This design comes from an exercise in tuning for small area, a short achievable clock period and few clock cycles on the open sky130 flow, not from production work.
In this exercise RTL edits were held to simulation tests only and were not proved equivalent to the original.
Power figures rest on the tool's default switching activity, not on a simulated workload.

==> flow/design.v (excerpt) <==
module drumseq_engine (
    input  wire        clk,
    input  wire        rst,           
    input  wire        cmd_valid,
    output wire        cmd_ready,
    input  wire [31:0] cmd,
    output reg         rsp_valid,
    output reg         rsp_fault,
    output reg  [31:0] rsp_data,    
    input  wire [15:0] now,
    input  wire        pbuf_we,
    input  wire [5:0]  pbuf_addr,
    input  wire [7:0]  pbuf_wdata,
    output wire [7:0]  pbuf_rdata,
    output reg         sdata,
    output reg         sclk,
    output reg         latch,
    output reg         oe
);
    function slot_ok(input [5:0] s);
        case (s[5:3])
            3'd4:    slot_ok = (s[2:0] < 3'd6);
            3'd5:    slot_ok = (s[2:0] < 3'd4);
            3'd6:    slot_ok = (s[2:0] < 3'd3);
            3'd7:    slot_ok = (s[2:0] < 3'd2);
            default: slot_ok = 1'b1;
        endcase
    endfunction
    function [2:0] voice_lm1(input [2:0] v);
        case (v)
            3'd4:    voice_lm1 = 3'd5;
            3'd5:    voice_lm1 = 3'd3;
            3'd6:    voice_lm1 = 3'd2;
            3'd7:    voice_lm1 = 3'd1;
            default: voice_lm1 = 3'd7;
        endcase
    endfunction
    reg  [511:0] pbuf;                  
    wire [511:0] bs;                    
    reg  [31:0]  ob;                    
    reg  [6:0]  current;                
    reg  [5:0]  range_start;
    reg  [5:0]  range_end;
    reg         direction;              
    reg  [8:0]  bpm;
    reg  [10:0] step_dur;
    reg  [15:0] last;
    reg         cfg_mode;
    reg  [2:0]  err_cause;
    reg  [31:0] err_cmd;
    reg         m_sh;                   
    reg         m_hs;                   
    reg         m_cp;                   
    reg         m_dv;                   
    reg  [4:0]  cnt;                    
    reg  [1:0]  ph;                     
    reg  [8:0]  scr;                    
    wire busy = m_sh | m_hs | m_cp | m_dv;
    assign cmd_ready = ~busy;
    wire [7:0]  op    = cmd[31:24];
    wire [7:0]  va    = cmd[23:16];
    wire [15:0] imm   = cmd[15:0];
    wire        va0   = (va == 8'd0);
    wire        imm0  = (imm == 16'd0);
    wire        imm_hi0 = (imm[15:6] == 10'd0);
    wire d_rdsr  = (op == 8'h01) & va0;
    wire d_bget  = (op == 8'h10);
  ...
Settings: LEC_CHECK=0, CAP_MARGIN=20, CORE_MARGIN=2, CORE_UTILIZATION=50, SLEW_MARGIN=20, SYNTH_HIERARCHICAL=1; clock period 24.0 ns.
standard.sh (not shown) runs the stock make flow with config.mk's settings and CLKGATE_MAP_FILE= SYNTH_SCRIPT=/design/flow/synth_recipe.tcl, a recipe that flattens the netlist after the stock synthesis.
==> flow/flow/run.sh <==
#!/bin/bash
# Own layout flow: the standard ORFS flow (standard.sh: the standard
# synthesis, floorplan, placement, CTS, routing, finish) with these changes
# to how the layout is made. The SDC (clock period, I/O delays and loads) is
# the standard flow's, unchanged.
#  - SETUP_SLACK_MARGIN: the timing repairs after CTS and after global
#    routing aim for this much setup slack instead of 0, so that the
#    achieved period (clock period less setup slack) shrinks.
#  - MATCH_CELL_FOOTPRINT=0: those repairs may resize a cell to any cell of
#    the same function, not only one of the same footprint.
#  - BUFFER_PORTS_ARGS: every input and output port still gets a buffer, a
#    plain buf_2 rather than the default delay-cell buffer.
#  - IO_CONSTRAINTS (flow/io.tcl): the pbuf_addr and pbuf_rdata pins are
#    placed together on one stretch of the die edge.
set -euo pipefail
bash standard.sh \
    SETUP_SLACK_MARGIN=12.8 \
    MATCH_CELL_FOOTPRINT=0 \
    IO_CONSTRAINTS=$PWD/flow/io.tcl \
    'BUFFER_PORTS_ARGS=-buffer_cell sky130_fd_sc_hd__buf_2' \
    'CTS_ARGS=-sink_clustering_enable -repair_clock_nets -dont_use_dummy_load -sink_clustering_size 24 -sink_clustering_max_diameter 80' \
    finish > flow_make.log 2>&1
==> flow/flow/io.tcl <==
# Pin placement: the pbuf_addr inputs and pbuf_rdata outputs, whose
# combinational path through the PBUF read port sets the achieved period,
# go together on one stretch of the left die edge.
set_io_pin_constraint -pin_names {pbuf_addr[0] pbuf_addr[1] pbuf_addr[2] pbuf_addr[3] pbuf_addr[4] pbuf_addr[5] pbuf_rdata[0] pbuf_rdata[1] pbuf_rdata[2] pbuf_rdata[3] pbuf_rdata[4] pbuf_rdata[5] pbuf_rdata[6] pbuf_rdata[7]} -region left:130-180
Testbench counts at the start, summed over its fixed seeds: cycles 40,792.
Change:
--- a/flow/flow/run.sh
+++ b/flow/flow/run.sh
@@ -13,2 +12,0 @@
-#  - IO_CONSTRAINTS (flow/io.tcl): the pbuf_addr and pbuf_rdata pins are
-#    placed together on one stretch of the die edge.
@@ -19 +16,0 @@
-    IO_CONSTRAINTS=$PWD/flow/io.tcl \
removed: flow/flow/io.tcl
What happened: Worst setup slack gains 150 ps; clock skew shrinks by 14 ps; sequential share of layout area rose by 0.40 points; cell area went down slightly; register-to-register slack gets worse by 360 ps; non-clock buffer count is lower by 19; total power barely changes; hold slack is worse by 4.6 ps; core utilization went down by 0.38 points; combinational power fell by a few percent; clock-buffer cell count climbs by 1.

---

Another version of the RTL of drumseq_engine (not shown whole).
For scale: about 3,600 cells after synthesis, about 110 I/O pins.
Settings: LEC_CHECK=0, CAP_MARGIN=20, CORE_MARGIN=2, CORE_UTILIZATION=65, SLEW_MARGIN=20, SYNTH_HIERARCHICAL=1; clock period 24.0 ns.
==> flow/flow/run.sh <==
#!/bin/bash
# Own layout flow: the standard ORFS flow (standard.sh: the standard
# synthesis, floorplan, placement, CTS, routing, finish) with these changes
# to how the layout is made. The SDC (clock period, I/O delays and loads) is
# the standard flow's, unchanged.
#  - SETUP_SLACK_MARGIN: the timing repairs after CTS and after global
#    routing aim for this much setup slack instead of 0, so that the
#    achieved period (clock period less setup slack) shrinks.
#  - MATCH_CELL_FOOTPRINT=0: those repairs may resize a cell to any cell of
#    the same function, not only one of the same footprint.
#  - BUFFER_PORTS_ARGS: every input and output port still gets a buffer, a
#    plain buf_2 rather than the default delay-cell buffer.
set -euo pipefail
bash standard.sh \
    SETUP_SLACK_MARGIN=12.8 \
    MATCH_CELL_FOOTPRINT=0 \
    'BUFFER_PORTS_ARGS=-buffer_cell sky130_fd_sc_hd__buf_2' \
    'CTS_ARGS=-sink_clustering_enable -repair_clock_nets -dont_use_dummy_load -sink_clustering_size 24 -sink_clustering_max_diameter 80' \
    finish > flow_make.log 2>&1
The first run finished but fails on max-capacitance violations.
Testbench counts at the start, summed over its fixed seeds: cycles 40,402.
==> next run, changes <==
Settings changed: CORE_UTILIZATION 65 to 50.
After rerunning: Now the flow produced a clean layout. Non-clock buffer count goes down by 3. Utilization fell by 17 points. Worst setup slack gains 0.066 ns. Design area is higher by 0.58%. Sequential share of layout area decreases by 0.34 points.

## what the ideal ports hide
The results above use ideal ports. As a check the final layouts listed here were re-extracted and re-timed, cells and wires unchanged. Step 1 assumes that a clkbuf_16 drives the clock port and a buf_2 every other input. Step 2 also shifts input and output timing later by t, the mid clock arrival at the registers, as if the neighbouring blocks saw the same clock. a / b / c = ideal / step 1 / step 2; a / b = the first two.
run	shift t [ns]	slack for setup (ns)	slew at the worst register clock pin (ns)	worst slew at a driven data input, ns
the first run of note 1	0.689	12.294 / 12.233 / 12.233	0.10 / 0.10	0.09
the second run of note 1	0.693	12.445 / 12.390 / 12.390	0.10 / 0.10	0.08
the first run of note 2	0.689	12.347 / 12.296 / 12.296	0.10 / 0.10	0.06
the second run of note 2	0.706	12.413 / 12.364 / 12.364	0.10 / 0.10	0.16
The setup slack of the first run of note 1, which loses most, moves by -0.061 ns with the drivers and by -0.061 ns with both steps.
